From an optimization exercise on the open Yosys and OpenROAD flow, aimed at small area, a short achievable clock period and few clock cycles; shortcuts taken in it are not production practice. The RTL was checked by simulation tests, not by an equivalence proof against the original design. No activity file was given, so power comes from the tool's default toggle rates.

==> design/flow/run.sh <==
#!/bin/bash
# synth_recipe.tcl (not shown) runs the flow's synth.tcl, then flattens the netlist and writes it again
# the make line also repeats each setting of config.mk as NAME=value (left out here)
make -C /OpenROAD-flow-scripts/flow DESIGN_CONFIG=/design/flow/config.mk WORK_HOME=/design/flow/orfs CLKGATE_MAP_FILE= SYNTH_SCRIPT=/design/flow/synth_recipe.tcl finish
==> design/flow/config.mk <==
export PLATFORM = sky130hd
export DESIGN_NAME = puc
export DESIGN_NICKNAME = puc
export VERILOG_FILES = /design/flow/design.v
export SDC_FILE = /design/flow/constraint.sdc
export NUM_CORES = 4
export LEC_CHECK = 0
export CAP_MARGIN = 20
export CORE_MARGIN = 2
export CORE_UTILIZATION = 40
export SLEW_MARGIN = 20
==> design/flow/constraint.sdc <==
create_clock -name core_clock -period 8.0 [get_ports {clk}]
set_input_delay 1.6000 -clock core_clock [delete_from_list [all_inputs] [get_ports {clk}]]
set_output_delay 1.6000 -clock core_clock [all_outputs]
set_load 0.01 [all_outputs]
==> design/flow/design.v <==
module puc (
    input  wire        clk,
    input  wire        rst,           
    input  wire        cmd_valid,
    input  wire [63:0] cmd_data,
    output wire        cmd_ready,
    output reg         rsp_valid,
    output reg  [63:0] rsp_data,
    output wire [31:0] status,
    output wire [63:0] fault_info,
    output wire        bus_req,
    output wire        bus_we,
    output wire [31:0] bus_addr,
    output wire [31:0] bus_wdata,
    input  wire        bus_ack,
    input  wire [31:0] bus_rdata
);
    localparam [31:0] BASE_GEN23    = 32'h3F000000;
    localparam [31:0] BASE_GEN4     = 32'hFE000000;
    localparam [31:0] BASE_FALLBACK = 32'h20000000;
    localparam [31:0] MBOX_GEN_MIN  = 32'd3;
    localparam [31:0] SETTLE        = 32'd150;
    localparam [31:0] MBOX_MSG_ADDR = 32'h00080010;
    localparam [3:0]  MBOX_CHANNEL  = 4'd8;
    localparam [31:0] MREQ          = (MBOX_MSG_ADDR & 32'hFFFFFFF0) | {28'd0, MBOX_CHANNEL};
    localparam [31:0] OFF_GPPUD     = 32'h00200094;
    localparam [31:0] OFF_GPPUDCLK0 = 32'h00200098;
    localparam [31:0] OFF_UART_DR   = 32'h00201000;
    localparam [31:0] OFF_UART_FR   = 32'h00201018;
    localparam [31:0] OFF_UART_IBRD = 32'h00201024;
    localparam [31:0] OFF_UART_FBRD = 32'h00201028;
    localparam [31:0] OFF_UART_LCRH = 32'h0020102C;
    localparam [31:0] OFF_UART_CR   = 32'h00201030;
    localparam [31:0] OFF_UART_IMSC = 32'h00201038;
    localparam [31:0] OFF_UART_ICR  = 32'h00201044;
    localparam [31:0] OFF_MBOX_READ = 32'h0000B880;
    localparam [31:0] OFF_MBOX_STAT = 32'h0000B898;
    localparam [31:0] OFF_MBOX_WRITE= 32'h0000B8A0;
    localparam [31:0] V_CR_OFF      = 32'h00000000;
    localparam [31:0] V_PUD_OFF     = 32'h00000000;
    localparam [31:0] V_PUDCLK_UART = 32'h0000C000;
    localparam [31:0] V_PUDCLK_NONE = 32'h00000000;
    localparam [31:0] V_ICR_ALL     = 32'h000007FF;
    localparam [31:0] IBRD_VAL      = 32'h00000001;
    localparam [31:0] FBRD_VAL      = 32'h00000028;
    localparam [31:0] V_LCRH        = 32'h00000070;
    localparam [31:0] V_IMSC        = 32'h000007F2;
    localparam [31:0] V_CR_ON       = 32'h00000301;
    localparam [31:0] M_TXFF        = 32'h00000020;
    localparam [31:0] M_RXFE        = 32'h00000010;
    localparam [31:0] M_FULL        = 32'h80000000;
    localparam [31:0] M_EMPTY       = 32'h40000000;
    localparam [7:0]  LB_CAP        = 8'd128;
    localparam [3:0] OP_RESOLVE = 4'h1, OP_REGR = 4'h2, OP_REGW  = 4'h3,
                     OP_DELAY   = 4'h4, OP_MBOX = 4'h5, OP_INIT  = 4'h6,
                     OP_PUTB    = 4'h7, OP_GETB = 4'h8, OP_PUTS  = 4'h9,
                     OP_GETS    = 4'hA, OP_PANIC = 4'hB;
    localparam [7:0] F_ILLEGAL = 8'd1, F_OVERFLOW = 8'd2, F_MISALIGN = 8'd3,
                     F_BEFORE_INIT = 8'd5, F_PANIC = 8'd6;
    localparam [4:0]
        S_IDLE      = 5'd0,
        S_DONE      = 5'd1,
        S_REG_ACC   = 5'd2,    
        S_REG_RSP   = 5'd3,    
        S_DELAY     = 5'd4,    
        S_INIT      = 5'd5,    
        S_INIT_WR   = 5'd6,    
        S_M2_RD     = 5'd7,    
        S_M2_CHK    = 5'd8,
        S_M3_WR     = 5'd9,    
        S_M4_RDS    = 5'd10,   
        S_M4_CHKS   = 5'd11,
        S_M4_RDD    = 5'd12,   
        S_M4_CHKD   = 5'd13,
        S_TX_RD     = 5'd14,   
        S_TX_CHK    = 5'd15,
        S_TX_WR     = 5'd16,   
        S_RX_RD     = 5'd17,   
        S_RX_CHK    = 5'd18,
        S_RX_DR     = 5'd19,   
        S_PUTS      = 5'd20,   
        S_PUTS_WORD = 5'd21,   
        S_GETS_RX   = 5'd22,   
        S_ECHO      = 5'd23,   
        S_GETS_LEN  = 5'd24,   
        S_GETS_DATA = 5'd25,   
        S_EMIT      = 5'd26,   
        S_HALT      = 5'd27;
    localparam [2:0] R_DONE = 3'd0, R_GETB = 3'd1, R_PUTS = 3'd2,
                     R_GETS = 3'd3, R_ECHO = 3'd4, R_EMIT = 3'd5;
    reg  [4:0]  state;
    reg  [31:0] base;
    reg         drv_ready;
    reg         halted;
    reg         busy;
    reg  [7:0]  fault_code;
    reg  [63:0] fault_info_r;
    reg  [63:0] cur;           
    reg  [31:0] rdata_q;       
    reg  [31:0] dcnt;
    reg  [3:0]  istep;         
    reg         mbox_in_init;
    reg  [2:0]  tx_ret;
    reg  [2:0]  rx_ret;
    reg  [7:0]  tx_byte;
    reg  [27:0] puts_left;     
    reg  [2:0]  puts_pos;      
    reg  [63:0] puts_word;
    reg  [7:0]  lb [0:127];
    reg  [7:0]  len;
    reg  [23:0] echo_bytes;    
    reg  [1:0]  echo_cnt;
    reg  [4:0]  rsp_idx;       
    reg  [3:0]  pidx;
    reg  [7:0]  rx_b;          
    wire [3:0]  c_opc = cmd_data[63:60];
    wire [27:0] c_a   = cmd_data[59:32];
    wire [31:0] c_b   = cmd_data[31:0];
    reg c_legal;
    always @* begin
        case (c_opc)
            OP_RESOLVE: c_legal = (c_a == 28'd0);
            OP_REGR:    c_legal = (c_b == 32'd0);
            OP_REGW:    c_legal = 1'b1;
            OP_DELAY:   c_legal = (c_a == 28'd0);
            OP_MBOX:    c_legal = (c_a == 28'd0) && (c_b == 32'd0);
            OP_INIT:    c_legal = (c_a == 28'd0);
            OP_PUTB:    c_legal = (c_a == 28'd0) && (c_b[31:8] == 24'd0);
            OP_GETB:    c_legal = (c_a == 28'd0) && (c_b == 32'd0);
            OP_PUTS:    c_legal = (c_b == 32'd0);
            OP_GETS:    c_legal = (c_a == 28'd0) && (c_b == 32'd0);
            OP_PANIC:   c_legal = (c_a == 28'd0) && (c_b == 32'd0);
            default:    c_legal = 1'b0;
        endcase
    end
    function [31:0] lookup;
        input [31:0] platform;
        begin
            case (platform)
                32'd2, 32'd3: lookup = BASE_GEN23;
                32'd4:        lookup = BASE_GEN4;
                default:      lookup = BASE_FALLBACK;
            endcase
        end
    endfunction
    wire [32:0] c_ea       = {1'b0, base} + {5'd0, c_a};
    wire        c_overflow = c_ea[32];
    wire        c_misalign = (c_ea[1:0] != 2'b00);
    wire base_zero = (base == 32'd0);
    reg        acc_rd;         
    reg        acc_wr;         
    reg [31:0] acc_off;
    reg [31:0] acc_wdata;
    always @* begin
        acc_rd    = 1'b0;
        acc_wr    = 1'b0;
        acc_off   = 32'd0;
        acc_wdata = 32'd0;
        case (state)
            S_REG_ACC: begin
                acc_rd    = (cur[63:60] == OP_REGR);
                acc_wr    = (cur[63:60] == OP_REGW);
                acc_off   = {4'd0, cur[59:32]};
                acc_wdata = cur[31:0];
            end
            S_INIT_WR: begin
                acc_wr = 1'b1;
                case (istep)
                    4'd0:    begin acc_off = OFF_UART_CR;   acc_wdata = V_CR_OFF;      end
                    4'd1:    begin acc_off = OFF_GPPUD;     acc_wdata = V_PUD_OFF;     end
                    4'd3:    begin acc_off = OFF_GPPUDCLK0; acc_wdata = V_PUDCLK_UART; end
                    4'd5:    begin acc_off = OFF_GPPUDCLK0; acc_wdata = V_PUDCLK_NONE; end
                    4'd6:    begin acc_off = OFF_UART_ICR;  acc_wdata = V_ICR_ALL;     end
                    4'd8:    begin acc_off = OFF_UART_IBRD; acc_wdata = IBRD_VAL;      end
                    4'd9:    begin acc_off = OFF_UART_FBRD; acc_wdata = FBRD_VAL;      end
                    4'd10:   begin acc_off = OFF_UART_LCRH; acc_wdata = V_LCRH;        end
                    4'd11:   begin acc_off = OFF_UART_IMSC; acc_wdata = V_IMSC;        end
                    default: begin acc_off = OFF_UART_CR;   acc_wdata = V_CR_ON;       end
                endcase
            end
            S_M2_RD, S_M4_RDS: begin
                acc_rd  = 1'b1;
                acc_off = OFF_MBOX_STAT;
            end
            S_M3_WR: begin
                acc_wr    = 1'b1;
                acc_off   = OFF_MBOX_WRITE;
                acc_wdata = MREQ;
            end
            S_M4_RDD: begin
                acc_rd  = 1'b1;
                acc_off = OFF_MBOX_READ;
            end
            S_TX_RD, S_RX_RD: begin
                acc_rd  = 1'b1;
                acc_off = OFF_UART_FR;
            end
            S_TX_WR: begin
                acc_wr    = 1'b1;
                acc_off   = OFF_UART_DR;
                acc_wdata = {24'd0, tx_byte};
            end
            S_RX_DR: begin
                acc_rd  = 1'b1;
                acc_off = OFF_UART_DR;
            end
            default: ;
        endcase
    end
    wire acc      = acc_rd | acc_wr;
    wire acc_done = acc & (base_zero | bus_ack);
    wire [31:0] acc_value = base_zero ? 32'd0 : bus_rdata;
    assign bus_req   = acc & ~base_zero;
    assign bus_we    = acc_wr;
    assign bus_addr  = base + acc_off;
    assign bus_wdata = acc_wdata;
    assign cmd_ready  = ((state == S_IDLE) & ~halted) | (state == S_PUTS_WORD);
    assign status     = {16'd0, fault_code, 5'd0, halted, drv_ready, busy};
    assign fault_info = fault_info_r;
    reg [7:0] panic_char;
    always @* begin
        case (pidx)
            4'd0:  panic_char = 8'h54;
            4'd1:  panic_char = 8'h68;
            4'd2:  panic_char = 8'h72;
            4'd3:  panic_char = 8'h65;
            4'd4:  panic_char = 8'h61;
            4'd5:  panic_char = 8'h64;
            4'd6:  panic_char = 8'h20;
            4'd7:  panic_char = 8'h70;
            4'd8:  panic_char = 8'h61;
            4'd9:  panic_char = 8'h6E;
            4'd10: panic_char = 8'h69;
            4'd11: panic_char = 8'h63;
            default: panic_char = 8'h21;
        endcase
    end
    reg [63:0] gets_word;
    reg [7:0]  gets_pos;
    integer j;
    always @* begin
        for (j = 0; j < 8; j = j + 1) begin
            gets_pos = {rsp_idx[4:0], 3'b000} + j[7:0];
            if (gets_pos < len)
                gets_word[8*j +: 8] = lb[gets_pos[6:0]];
            else
                gets_word[8*j +: 8] = 8'h00;
        end
    end
    reg [63:0] pad_mask;
    always @* begin
        case (puts_left[2:0])
            3'd1:    pad_mask = 64'hFFFFFFFFFFFFFF00;
            3'd2:    pad_mask = 64'hFFFFFFFFFFFF0000;
            3'd3:    pad_mask = 64'hFFFFFFFFFF000000;
            3'd4:    pad_mask = 64'hFFFFFFFF00000000;
            3'd5:    pad_mask = 64'hFFFFFF0000000000;
            3'd6:    pad_mask = 64'hFFFF000000000000;
            3'd7:    pad_mask = 64'hFF00000000000000;
            default: pad_mask = 64'h0000000000000000;
        endcase
    end
    wire puts_last_word = (puts_left <= 28'd8);
    wire puts_pad_bad   = puts_last_word && ((cmd_data & pad_mask) != 64'd0);
    always @(posedge clk) begin
        rsp_valid <= 1'b0;
        if (rst) begin
            state        <= S_IDLE;
            base         <= 32'd0;
            drv_ready    <= 1'b0;
            halted       <= 1'b0;
            busy         <= 1'b0;
            fault_code   <= 8'd0;
            fault_info_r <= 64'd0;
            len          <= 8'd0;
            pidx         <= 4'd0;
            rsp_data     <= 64'd0;
        end else begin
            if (acc_done && acc_rd)
                rdata_q <= acc_value;
            case (state)
                S_IDLE: begin
                    if (cmd_valid && !halted) begin
                        cur  <= cmd_data;
                        busy <= 1'b1;
                        if (!c_legal) begin
                            fault_code   <= F_ILLEGAL;
                            fault_info_r <= cmd_data;
                            pidx         <= 4'd0;
                            state        <= S_EMIT;
                        end else begin
                            case (c_opc)
                                OP_RESOLVE: begin
                                    base  <= lookup(c_b);
                                    state <= S_DONE;
                                end
                                OP_REGR, OP_REGW: begin
                                    if (base_zero) begin
                                        if (c_opc == OP_REGR) begin
                                            rdata_q <= 32'd0;
                                            state   <= S_REG_RSP;
                                        end else begin
                                            state <= S_DONE;
                                        end
                                    end else if (c_overflow) begin
                                        fault_code   <= F_OVERFLOW;
                                        fault_info_r <= {36'd0, c_a};
                                        pidx         <= 4'd0;
                                        state        <= S_EMIT;
                                    end else if (c_misalign) begin
                                        fault_code   <= F_MISALIGN;
                                        fault_info_r <= {32'd0, c_ea[31:0]};
                                        pidx         <= 4'd0;
                                        state        <= S_EMIT;
                                    end else begin
                                        state <= S_REG_ACC;
                                    end
                                end
                                OP_DELAY: begin
                                    dcnt  <= c_b;
                                    state <= S_DELAY;
                                end
                                OP_MBOX: begin
                                    mbox_in_init <= 1'b0;
                                    state        <= S_M2_RD;
                                end
                                OP_INIT: begin
                                    base  <= lookup(c_b);
                                    istep <= 4'd0;
                                    state <= S_INIT;
                                end
                                OP_PANIC: begin
                                    fault_code   <= F_PANIC;
                                    fault_info_r <= 64'd0;
                                    pidx         <= 4'd0;
                                    state        <= S_EMIT;
                                end
                                default: begin
                                    if (!drv_ready && !base_zero) begin
                                        fault_code   <= F_BEFORE_INIT;
                                        fault_info_r <= cmd_data;
                                        pidx         <= 4'd0;
                                        state        <= S_EMIT;
                                    end else begin
                                        case (c_opc)
                                            OP_PUTB: begin
                                                tx_byte <= c_b[7:0];
                                                tx_ret  <= R_DONE;
                                                state   <= S_TX_RD;
                                            end
                                            OP_GETB: begin
                                                rx_ret <= R_GETB;
                                                state  <= S_RX_RD;
                                            end
                                            OP_PUTS: begin
                                                puts_left <= c_a;
                                                puts_pos  <= 3'd0;
                                                state     <= S_PUTS;
                                            end
                                            default: begin  
                                                len    <= 8'd0;
                                                rx_ret <= R_GETS;
                                                state  <= S_RX_RD;
                                            end
                                        endcase
                                    end
                                end
                            endcase
                        end
                    end
                end
                S_DONE: begin
                    busy  <= 1'b0;
                    state <= S_IDLE;
                end
                S_REG_ACC: begin
                    if (acc_done)
                        state <= acc_rd ? S_REG_RSP : S_DONE;
                end
                S_REG_RSP: begin
                    rsp_valid <= 1'b1;
                    rsp_data  <= {32'd0, rdata_q};
                    state     <= S_DONE;
                end
                S_DELAY: begin
                    if (dcnt == 32'd0) begin
                        state <= (cur[63:60] == OP_INIT) ? S_INIT : S_DONE;
                    end else begin
                        dcnt <= dcnt - 32'd1;
                    end
                end
                S_INIT: begin
                    case (istep)
                        4'd2, 4'd4: begin
                            dcnt  <= SETTLE;
                            istep <= istep + 4'd1;
                            state <= S_DELAY;
                        end
                        4'd7: begin
                            istep <= 4'd8;
                            if (cur[31:0] >= MBOX_GEN_MIN) begin
                                mbox_in_init <= 1'b1;
                                state        <= S_M2_RD;
                            end
                        end
                        4'd13: begin
                            drv_ready <= 1'b1;
                            state     <= S_DONE;
                        end
                        default: state <= S_INIT_WR;
                    endcase
                end
                S_INIT_WR: begin
                    if (acc_done) begin
                        istep <= istep + 4'd1;
                        state <= S_INIT;
                    end
                end
                S_M2_RD:   if (acc_done) state <= S_M2_CHK;
                S_M2_CHK:  state <= ((rdata_q & M_FULL) != 32'd0) ? S_M2_RD : S_M3_WR;
                S_M3_WR:   if (acc_done) state <= S_M4_RDS;
                S_M4_RDS:  if (acc_done) state <= S_M4_CHKS;
                S_M4_CHKS: state <= ((rdata_q & M_EMPTY) != 32'd0) ? S_M4_RDS : S_M4_RDD;
                S_M4_RDD:  if (acc_done) state <= S_M4_CHKD;
                S_M4_CHKD: begin
                    if (rdata_q != MREQ)
                        state <= S_M4_RDS;
                    else
                        state <= mbox_in_init ? S_INIT : S_DONE;
                end
                S_TX_RD:  if (acc_done) state <= S_TX_CHK;
                S_TX_CHK: state <= ((rdata_q & M_TXFF) != 32'd0) ? S_TX_RD : S_TX_WR;
                S_TX_WR: begin
                    if (acc_done) begin
                        case (tx_ret)
                            R_PUTS:  state <= S_PUTS;
                            R_ECHO:  state <= S_ECHO;
                            R_EMIT:  begin
                                pidx  <= pidx + 4'd1;
                                state <= S_EMIT;
                            end
                            default: state <= S_DONE;
                        endcase
                    end
                end
                S_RX_RD:  if (acc_done) state <= S_RX_CHK;
                S_RX_CHK: state <= ((rdata_q & M_RXFE) != 32'd0) ? S_RX_RD : S_RX_DR;
                S_RX_DR: begin
                    if (acc_done) begin
                        if (rx_ret == R_GETB) begin
                            rsp_valid <= 1'b1;
                            rsp_data  <= {56'd0, acc_value[7:0]};
                            state     <= S_DONE;
                        end else begin
                            state <= S_GETS_RX;
                        end
                    end
                end
                S_PUTS: begin
                    if (puts_left == 28'd0) begin
                        state <= S_DONE;
                    end else if (puts_pos == 3'd0) begin
                        state <= S_PUTS_WORD;
                    end else begin
                        tx_byte   <= puts_word[8*puts_pos +: 8];
                        puts_pos  <= puts_pos + 3'd1;
                        puts_left <= puts_left - 28'd1;
                        tx_ret    <= R_PUTS;
                        state     <= S_TX_RD;
                    end
                end
                S_PUTS_WORD: begin
                    if (cmd_valid) begin
                        if (puts_pad_bad) begin
                            fault_code   <= F_ILLEGAL;
                            fault_info_r <= cmd_data;
                            pidx         <= 4'd0;
                            state        <= S_EMIT;
                        end else begin
                            puts_word <= cmd_data;
                            tx_byte   <= cmd_data[7:0];
                            puts_pos  <= 3'd1;
                            puts_left <= puts_left - 28'd1;
                            tx_ret    <= R_PUTS;
                            state     <= S_TX_RD;
                        end
                    end
                end
                S_GETS_RX: begin
                    rx_b   <= rdata_q[7:0];
                    tx_ret <= R_ECHO;
                    state  <= S_ECHO;
                    if (rdata_q[7:0] == 8'h0A || rdata_q[7:0] == 8'h0D) begin
                        echo_bytes <= {8'h00, 8'h0A, 8'h0D};
                        echo_cnt   <= 2'd2;
                    end else if (rdata_q[7:0] == 8'h08) begin
                        echo_bytes <= {8'h08, 8'h20, 8'h08};
                        echo_cnt   <= 2'd3;
                    end else begin
                        echo_bytes <= {16'h0000, rdata_q[7:0]};
                        echo_cnt   <= 2'd1;
                    end
                end
                S_ECHO: begin
                    if (echo_cnt != 2'd0) begin
                        tx_byte    <= echo_bytes[7:0];
                        echo_bytes <= {8'h00, echo_bytes[23:8]};
                        echo_cnt   <= echo_cnt - 2'd1;
                        state      <= S_TX_RD;
                    end else begin
                        if (rx_b == 8'h0A || rx_b == 8'h0D) begin
                            state <= S_GETS_LEN;
                        end else if (rx_b == 8'h08) begin
                            if (len != 8'd0)
                                len <= len - 8'd1;
                            state <= S_RX_RD;
                        end else begin
                            lb[len[6:0]] <= rx_b;
                            len          <= len + 8'd1;
                            state        <= (len + 8'd1 == LB_CAP) ? S_GETS_LEN : S_RX_RD;
                        end
                    end
                end
                S_GETS_LEN: begin
                    rsp_valid <= 1'b1;
                    rsp_data  <= {56'd0, len};
                    rsp_idx   <= 5'd0;
                    state     <= (len == 8'd0) ? S_DONE : S_GETS_DATA;
                end
                S_GETS_DATA: begin
                    rsp_valid <= 1'b1;
                    rsp_data  <= gets_word;
                    rsp_idx   <= rsp_idx + 5'd1;
                    if ({rsp_idx + 5'd1, 3'b000} >= len)
                        state <= S_DONE;
                end
                S_EMIT: begin
                    if (pidx == 4'd13) begin
                        state <= S_HALT;
                    end else begin
                        tx_byte <= panic_char;
                        tx_ret  <= R_EMIT;
                        state   <= S_TX_RD;
                    end
                end
                S_HALT: begin
                    busy   <= 1'b0;
                    halted <= 1'b1;
                    state  <= S_IDLE;
                end
                default: state <= S_IDLE;
            endcase
        end
    end
endmodule
==> results.txt <==
[worst min-delay path: cells and delay by family (launching register included)]
| kind | cells | cell delay, ns |
|---|---|---|
| AO/OA/AOI/OAI | 1 | 0.05 |
| flip-flops | 1 | 0.31 |
| AND/OR/NAND/NOR | 1 | 0.05 |
[layout by cell type, fill, tap and decap left out, drive strengths merged, types with 23 or more instances in the layout]
cell type / n
conb: 26
buf: 91
edfxtp: 1290
nor2: 392
nor3: 92
a221oi: 41
nand2b: 23
nor2b: 58
a22oi: 34
dfxtp: 181
clkdlybuf4s50: 300
mux2: 27
and3: 47
a31oi: 24
o21ai: 105
inv: 58
clkbuf: 204
xnor2: 47
mux4: 295
nand4: 24
nor4: 50
clkinv: 69
xor2: 27
ha: 50
nand2: 232
nand3: 111
a211oi: 46
a21oi: 225
mux2i: 58
[registers in the layout, summed over array words and instances, names as in the netlist, 4 cells and up, named ones only]
| register | cells |
|---|---|
| lb | 1024 |
| cur | 64 |
| fault_info_r | 64 |
| puts_word | 64 |
| rsp_data | 64 |
| dcnt | 32 |
| rdata_q | 32 |
| puts_left | 28 |
| echo_bytes | 11 |
| len | 8 |
| rx_b | 8 |
| tx_byte | 8 |
| panic_char | 7 |
| rsp_idx | 5 |
| state | 5 |
| base | 4 |
| istep | 4 |
| pidx | 4 |
[worst max-delay path by stage]
stage                 startpoint  slack (ns)  cells past startpoint            to
global placement    cmd_data[49]        1.86                     15          flop
floorplan                    rst        1.12                      3        cur[0]
global route            state[0]        1.60                     12  bus_addr[30]
detailed placement  cmd_data[52]        1.86                     15          flop
finish                  state[0]        1.81                     12  bus_addr[30]
CTS                     state[0]        1.79                     12  bus_addr[30]
[through the flow]
stage,total power [uW],hold WS (ns),cell area [um2],cells
6_report,18800,0.451,72600,6534
5_1_grt,19400,0.477,72600,6530
4_1_cts,18900,0.454,72600,6529
3_5_place_dp,11500,0.446,67300,6232
3_3_place_gp,11500,0.439,67200,6229
2_1_floorplan,10300,0.424,62100,4078
[final cells by class]
| cell class | instances | area [um2] | area share |
|---|---|---|---|
| antenna | 4 | 10.0 | 0.000138 |
| timing repair buffer | 391 | 3750 | 0.0516 |
| clock inverter | 93 | 976 | 0.0134 |
| inverter | 53 | 199 | 0.00274 |
| tap | 2044 | 2560 | 0.0352 |
| sequential | 1471 | 42400 | 0.583 |
| multi-input combinational | 2274 | 18400 | 0.254 |
| clock buffer | 204 | 4340 | 0.0598 |
[routing by layer]
metal | global-route usage | routed length (um) | up-vias
met5 | 0 | 40 | -
met4 | 0.0832 | 6850 | 8
met3 | 0.0452 | 15000 | 340
met2 | 0.368 | 87200 | 1855
met1 | 0.311 | 74600 | 19500
li1 | - | - | 16500
[power by group]
group / switching, uW / internal, uW / leakage, uW
registers: 277 / 8580 / 0.0131
clock network: 3120 / 4300 / 0.00259
logic: 1560 / 1000 / 0.00761
total: 4950 / 13900 / 0.0233
[cell families (layout without fill, tap and decap cells)]
| group | after synthesis | after routing | share of synthesized area |
|---|---|---|---|
| DFF | 1471 | 1471 | 0.683 |
| and+or+nand+nor | 1108 | 1108 | 0.0846 |
| AOI/OAI and AO/OA | 634 | 634 | 0.0667 |
| muxes | 380 | 380 | 0.121 |
| buffers and inverters | 333 | 741 | 0.0230 |
| xor gates and xnor gates | 74 | 74 | 0.0105 |
| adders and majority gates | 52 | 52 | 0.0107 |
| other | 1 | 30 | 0.0000605 |
==> flow_summary.ini <==
[status]
status = timing/DRC/antenna clean

[hold_path]
whs_endpoint = fault_info_r[51]
hold_class = flop to flop
min_delay_path_depth = 2
worstHoldStart = fault_info_r[51]

[sta]
fin_ws_ns = 1.81
rsz0062_at_grt = false
slew_headroom = 0.214
fmax_mhz = 161
tightest_slew_ns = 1.18
finalHoldViolations = 0
final.setup.tns_ns = 0
min_period_over_period = 0.774
report.final.slew_viol_count = 0
min_period_ns = 6.19
setup_violations = 0
worst_clock_skew_ns = 0.0540

[synth]
syn_area_mm2 = 0.0620
ys_warn_count = 1
yosys-top-cells-area = edfxtp_1 (62%), mux4_2 (11%), dfxtp_1 (5.8%)
synth_area_leader_cell = edfxtp_1
synth_most_common_cell = edfxtp_1
syn_area_per_cell_um2 = 15.3
synth_top_area_share = 0.625
ys_seq_elements = 1471
netlist_instances = 4053
synth_common_cells = edfxtp_1 (1290), nor2_1 (392), mux4_2 (295), nand2_1 (232), a21oi_1 (224)
synth_ff_type = edfxtp_1
synth_edf_count = 1290
synth.distinct_cells = 91
async_flop_share = 0
ys_seq_area_frac = 0.683

[global_route]
grt_overflow = 0
grtUsageTotal = 0.229
antenna_found_initial = 9
grt_pass1_wl_um = 265000
grt_pass1_vias = 37300
grt_max_degree = 151

[floorplan]
design.portCount = 328
die_w_um = 398
num_rows = 144
die_y_um = 398
core_area_mm2 = 0.154
dieArea_mm2 = 0.158
initial_utilization = 0.403

[detailed_routing]
first_pass_iters = 8
drc = 0
num_vias = 38200
routed_wl_um = 184000
post_drt_wl_per_cell_um = 28.1
drtIter0Drc = 4435
via_per_inst = 5.85
drtAntennaViolNets = 0

[critical_path]
cp_top_family = simple AND/OR/NAND/NOR gates
path_cells = nor3_4 > and3_1 > ha_1 > inv_1 > fa_1 > inv_1 > a21oi_1 > nor2_1 > nor2_1 > or3_1 > xnor2_1 > clkdlybuf4s50_1
worstRegToRegCells = 9
slowest_delay_ns = 0.96
rrSetupSlack_ns = 2.39
cp_data_required_time_ns = 6.40
worstSetupPathType = flop to output pin
cp-start-kind = flop
worstReg2RegEnd = lb[94][6]
critPathMaxFanout = 21
critPathSlowestCell = nor3_4
crit_path_end_kind = output pin
r2r-start = state[4]
arrival_ns = 4.59
cp_num_buf_inv = 3

[layout]
final.fill_count = 13300
nets = 4502
fin_util = 0.472
area_growth_pct = 17.1
drive_above_1_share = 0.156

[cts]
cts.sinks = 1471
clock_latency_ns = 0.81
ctsResizeCount = 0
cts_root_buf = clkbuf_16
clock_path_buffers = 3
hold_buffers = 0
htreeDepth = 4
cts_made_buffers = 159
post_cts_buffers = 0
tritoncts = done
path_clk_slew_ns = 0.06

[placement]
dp_hpwl_um = 121000
post-place-ws_ns = 1.86
io_buffers = 301
gp_congestion = 0.985

[pwr]
power_density_mw_per_mm2 = 259
max-vdd-ir-drop_v = 0.000230
power_leakage_uw = 0.0233

[job]
cap_violations = 0
Testbench counts, summed over its fixed seeds: cycles 219,728.

-- static timing again, ports no longer ideal --
The flow's constraints put no driver on any port. The routed layout listed below was extracted and timed again, unchanged, in two steps.
Step 1, drivers: a clkbuf_16 drives clk and a buf_2 each remaining input, both assumed.
Step 2 times the ports against the registers' clock, not the clock port: input delays grow and output delays shrink by t, the midpoint of the rising clock arrivals with the driver on.
Three values: ideal, step 1, step 2; two values: the first two.
t, ns: 0.861
setup slack, ns: 1.806 / 1.726 / 1.776
clock arrival spread, ns: 0.054 / 0.055
After both steps setup and hold are still met in this run. For this run, drivers alone change the setup slack by -0.080 ns; drivers and shift together by -0.030 ns.
